Context: an optimization exercise on an open-source flow, tuned for small area, a short achievable clock period and few clock cycles. The choices shown serve that exercise and are no tape-out recipe. RTL that was checked went through simulation tests only; none was proved equivalent to the original. No activity file was given, so power comes from the tool's default toggle rates.

Design tpb_codec, start of the top module:
module tpb_codec (
    input  wire        clk,
    input  wire        rst,         
    input  wire        cmd_valid,
    output wire        cmd_ready,
    input  wire [31:0] cmd_word,
    input  wire [63:0] cmd_opd,
    input  wire [15:0] cmd_flen,
    input  wire        frm_valid,
    output wire        frm_ready,
    input  wire [7:0]  frm_data,
    output wire        rsp_valid,
    output wire [7:0]  rsp_status,
    output wire [63:0] rsp_res
);
For scale: about 4,800 cells after synthesis, roughly 200 I/O pins, about 51,000 sq um of cells after synthesis.
clock: 70.0 ns
lec_check: 0
abc_area: 1
cap_margin: 20
core_margin: 2
core_utilization: 40
cts_buf_list: sky130_fd_sc_hd__clkbuf_16
cts_cluster_diameter: 75
cts_cluster_size: 30
slew_margin: 20
synth_hierarchical: 1
standard.sh (not shown) runs the stock make flow with config.mk's settings and CLKGATE_MAP_FILE= SYNTH_SCRIPT=/design/flow/synth_recipe.tcl, a recipe that flattens the netlist after the stock synthesis.
==> flow/flow/run.sh <==
#!/bin/bash
# Layout flow: the standard flow (standard.sh, ORFS) with two settings
# that ORFS reads from the environment:
#  - BUFFER_PORTS_ARGS: the port buffers are sky130_fd_sc_hd__buf_2 cells
#    (every input and output port still gets its own buffer);
#  - CTS_ARGS: the clock tree is built as the standard flow builds it, but
#    without dummy load cells.
# The clock period, the SDC and every other step are the standard flow's.
set -euo pipefail
export BUFFER_PORTS_ARGS="-buffer_cell sky130_fd_sc_hd__buf_2"
export CTS_ARGS="-sink_clustering_enable -repair_clock_nets -dont_use_dummy_load -sink_clustering_size 30 -sink_clustering_max_diameter 75 -buf_list sky130_fd_sc_hd__clkbuf_16"
bash standard.sh > standard.log 2>&1
The first run finished with timing, DRC and antenna clean.
Testbench counts at the start, summed over its fixed seeds: cycles 41,912.
Then changed:
PLACE_DENSITY = 0.8   (was unset)
After rerunning:
- final area falls by 0.56%
- worst setup slack degrades by 0.015 ns
- total power falls by about 1.6%
- fmax stays flat
- critical path depth stays the same

---

== garnet ==
tpb_codec, a different RTL version from the one above (not shown whole).
For scale: roughly 5,200 cells after synthesis, ~200 I/O pins, roughly 53,000 µm² of cells after synthesis.
clock: 70.0 ns
lec_check: 0
abc_area: 1
cap_margin: 20
core_margin: 2
core_utilization: 40
cts_buf_list: sky130_fd_sc_hd__clkbuf_8
cts_cluster_diameter: 50
cts_cluster_size: 18
slew_margin: 20
synth_hierarchical: 1
==> flow/flow/run.sh <==
#!/bin/bash
# Layout flow: the standard flow (standard.sh, ORFS) with two settings
# that ORFS reads from the environment:
#  - BUFFER_PORTS_ARGS: the port buffers are sky130_fd_sc_hd__buf_2 cells
#    (every input and output port still gets its own buffer);
#  - CTS_ARGS: the clock tree is built as the standard flow builds it, but
#    without dummy load cells.
# The clock period, the SDC and every other step are the standard flow's.
set -euo pipefail
export BUFFER_PORTS_ARGS="-buffer_cell sky130_fd_sc_hd__buf_2"
export CTS_ARGS="-sink_clustering_enable -repair_clock_nets -dont_use_dummy_load -sink_clustering_size 18 -sink_clustering_max_diameter 50 -buf_list sky130_fd_sc_hd__clkbuf_8"
bash standard.sh > standard.log 2>&1
--- input diff garnet..sierra ---
--- a/flow/flow/run.sh
+++ b/flow/flow/run.sh
@@ -10,3 +10,3 @@
 export BUFFER_PORTS_ARGS="-buffer_cell sky130_fd_sc_hd__buf_2"
-export CTS_ARGS="-sink_clustering_enable -repair_clock_nets -dont_use_dummy_load -sink_clustering_size 18 -sink_clustering_max_diameter 50 -buf_list sky130_fd_sc_hd__clkbuf_8"
+export CTS_ARGS="-sink_clustering_enable -repair_clock_nets -dont_use_dummy_load -sink_clustering_size 30 -sink_clustering_max_diameter 75 -buf_list sky130_fd_sc_hd__clkbuf_16"
 bash standard.sh > standard.log 2>&1
--- a/flow/config.mk
+++ b/flow/config.mk
@@ -11,5 +11,5 @@
 export CORE_UTILIZATION = 40
-export CTS_BUF_LIST = sky130_fd_sc_hd__clkbuf_8
-export CTS_CLUSTER_DIAMETER = 50
-export CTS_CLUSTER_SIZE = 18
+export CTS_BUF_LIST = sky130_fd_sc_hd__clkbuf_16
+export CTS_CLUSTER_DIAMETER = 75
+export CTS_CLUSTER_SIZE = 30
 export SLEW_MARGIN = 20
--- outcome ---
Higher via count of the first global-routing pass among sierra and garnet: garnet. sierra vs. garnet: number of antenna violations at the first check in global routing went down 2, total wire length after detailed routing decreased by 0.78% relative to the old numbers.
Changes in ember relative to sierra:
--- a/flow/flow/run.sh
+++ b/flow/flow/run.sh
@@ -10,3 +10,3 @@
 export BUFFER_PORTS_ARGS="-buffer_cell sky130_fd_sc_hd__buf_2"
-export CTS_ARGS="-sink_clustering_enable -repair_clock_nets -dont_use_dummy_load -sink_clustering_size 30 -sink_clustering_max_diameter 75 -buf_list sky130_fd_sc_hd__clkbuf_16"
+export CTS_ARGS="-sink_clustering_enable -repair_clock_nets -dont_use_dummy_load -sink_clustering_size 28 -sink_clustering_max_diameter 70 -buf_list \"sky130_fd_sc_hd__clkbuf_8 sky130_fd_sc_hd__clkbuf_16\""
 bash standard.sh > standard.log 2>&1
--- a/flow/config.mk
+++ b/flow/config.mk
@@ -11,5 +11,5 @@
 export CORE_UTILIZATION = 40
-export CTS_BUF_LIST = sky130_fd_sc_hd__clkbuf_16
-export CTS_CLUSTER_DIAMETER = 75
-export CTS_CLUSTER_SIZE = 30
+export CTS_BUF_LIST = sky130_fd_sc_hd__clkbuf_8 sky130_fd_sc_hd__clkbuf_16
+export CTS_CLUSTER_DIAMETER = 70
+export CTS_CLUSTER_SIZE = 28
 export SLEW_MARGIN = 20
Findings:
- As of ember, power spent charging and discharging nets had risen slightly compared to sierra.
- The TritonCTS buffer count in ember is 1.08 times that in sierra.
- Overall global routing resource usage across ember and sierra: no real change.
No run of this note included a check of the RTL's function; only the layout flow was run.

---

Another version of the RTL of tpb_codec (not shown whole).
For scale: roughly 200 I/O pins, ~51,000 um2 of cells after synthesis.
clock: 70.0 ns
lec_check: 0
abc_area: 1
cap_margin: 20
core_margin: 2
core_utilization: 40
cts_buf_list: sky130_fd_sc_hd__clkbuf_16
cts_cluster_diameter: 75
cts_cluster_size: 30
place_density: 0.8
slew_margin: 20
synth_hierarchical: 1
==> flow/flow/run.sh <==
#!/bin/bash
# Layout flow: the standard flow (standard.sh, ORFS) with two settings
# that ORFS reads from the environment:
#  - BUFFER_PORTS_ARGS: the port buffers are sky130_fd_sc_hd__buf_2 cells
#    (every input and output port still gets its own buffer);
#  - CTS_ARGS: the clock tree is built as the standard flow builds it, but
#    without dummy load cells.
# The clock period, the SDC and every other step are the standard flow's.
set -euo pipefail
export BUFFER_PORTS_ARGS="-buffer_cell sky130_fd_sc_hd__buf_2"
export CTS_ARGS="-sink_clustering_enable -repair_clock_nets -dont_use_dummy_load -sink_clustering_size 30 -sink_clustering_max_diameter 75 -buf_list sky130_fd_sc_hd__clkbuf_16"
bash standard.sh > standard.log 2>&1
Testbench counts at the start, summed over its fixed seeds: cycles 41,912.
Next try:
PLACE_DENSITY = unset   (was 0.8)
What happened:
- The new run finished clean
- worst setup slack degrades by 0.0081 ns
- hold slack improves by 0.027 ns
- combinational power climbs slightly
- area after synthesis stays the same
- clock skew climbs by 0.039 ns
- sequential power barely changes
- cell count is about the same
- final area is about the same
- core utilization barely changes
- non-clock buffer count climbs by 13
- first-iteration DRC count drops by a few percent

---

tpb_codec, a different RTL version from the one above (not shown whole).
Size: about 5,100 cells after synthesis, about 200 I/O pins, roughly 52,000 um^2 of cells after synthesis.
==> flow/config.mk <==
export PLATFORM = sky130hd
export DESIGN_NAME = tpb_codec
export DESIGN_NICKNAME = tpb_codec
export VERILOG_FILES = /design/flow/design.v
export SDC_FILE = /design/flow/constraint.sdc
export NUM_CORES = 8
export LEC_CHECK = 0
export ABC_AREA = 1
export CAP_MARGIN = 20
export CORE_MARGIN = 2
export CORE_UTILIZATION = 40
export CTS_BUF_LIST = sky130_fd_sc_hd__clkbuf_16
export CTS_CLUSTER_DIAMETER = 60
export CTS_CLUSTER_SIZE = 24
export SLEW_MARGIN = 20
export SYNTH_HIERARCHICAL = 1
==> flow/constraint.sdc <==
create_clock -name core_clock -period 70.0 [get_ports {clk}]
set_input_delay 14.0000 -clock core_clock [delete_from_list [all_inputs] [get_ports {clk}]]
set_output_delay 14.0000 -clock core_clock [all_outputs]
set_load 0.01 [all_outputs]
==> flow/flow/run.sh <==
#!/bin/bash
# Layout flow: the standard flow (standard.sh, ORFS) with two settings
# that ORFS reads from the environment:
#  - BUFFER_PORTS_ARGS: the port buffers are sky130_fd_sc_hd__buf_2 cells
#    (every input and output port still gets its own buffer);
#  - CTS_ARGS: the clock tree is built as the standard flow builds it, but
#    without dummy load cells.
# The clock period, the SDC and every other step are the standard flow's.
set -euo pipefail
export BUFFER_PORTS_ARGS="-buffer_cell sky130_fd_sc_hd__buf_2"
export CTS_ARGS="-sink_clustering_enable -repair_clock_nets -dont_use_dummy_load -sink_clustering_size 24 -sink_clustering_max_diameter 60 -buf_list sky130_fd_sc_hd__clkbuf_16"
bash standard.sh > standard.log 2>&1
The first run finished with timing, DRC and antenna clean.
Next try:
Settings changed: GPL_TIMING_DRIVEN set to 1.
The new run completed with no timing, DRC or antenna violations.
Design area stays the same.
Via count is unchanged.
Sequential cell count stays the same.
Fmax is unchanged.
Final cell count is unchanged.
Area after synthesis is unchanged.
Worst hold slack does not change.
Total power is unchanged.
Worst setup slack is unchanged.
No functional check of the RTL was part of any run of this note.

separate check: timing with driven ports:
The results above use ideal ports. As a check the final layouts listed here were re-extracted and re-timed, cells and wires unchanged. Step 1, drivers: a clkbuf_16 drives clk and a buf_2 each remaining input, both assumed. Step 2 adds t to the input delays and takes it off the output delays; t is the mean of the earliest and latest rising clock arrival at the registers after step 1. Input paths then give back, and output paths get back, about the clock's delay inside the block. a / b / c = ideal ports / drivers / drivers and shift; a / b = the first two.
| run | t (ns) | setup WS [ns] | pins driven straight from the clock port |
|---|---|---|---|
| the first run of note 1 | 0.733 | 54.454 / 54.376 / 54.190 | 1 |
| the second run of note 1 | 0.682 | 54.439 / 54.375 / 54.239 | 1 |
| garnet | 0.886 | 54.408 / 54.328 / 53.946 | 1 |
| sierra | 0.729 | 54.554 / 54.587 / 53.878 | 1 |
| ember | 0.737 | 54.576 / 54.505 / 53.915 | 1 |
| the first run of note 3 | 0.703 | 54.699 / 54.641 / 54.144 | 1 |
| the second run of note 3 | 0.695 | 54.691 / 54.624 / 54.014 | 1 |
| the first run of note 4 | 0.758 | 54.488 / 54.418 / 53.734 | 1 |
| the second run of note 4 | 0.758 | 54.488 / 54.418 / 53.734 | 1 |
After both steps every run listed still meets setup and hold.
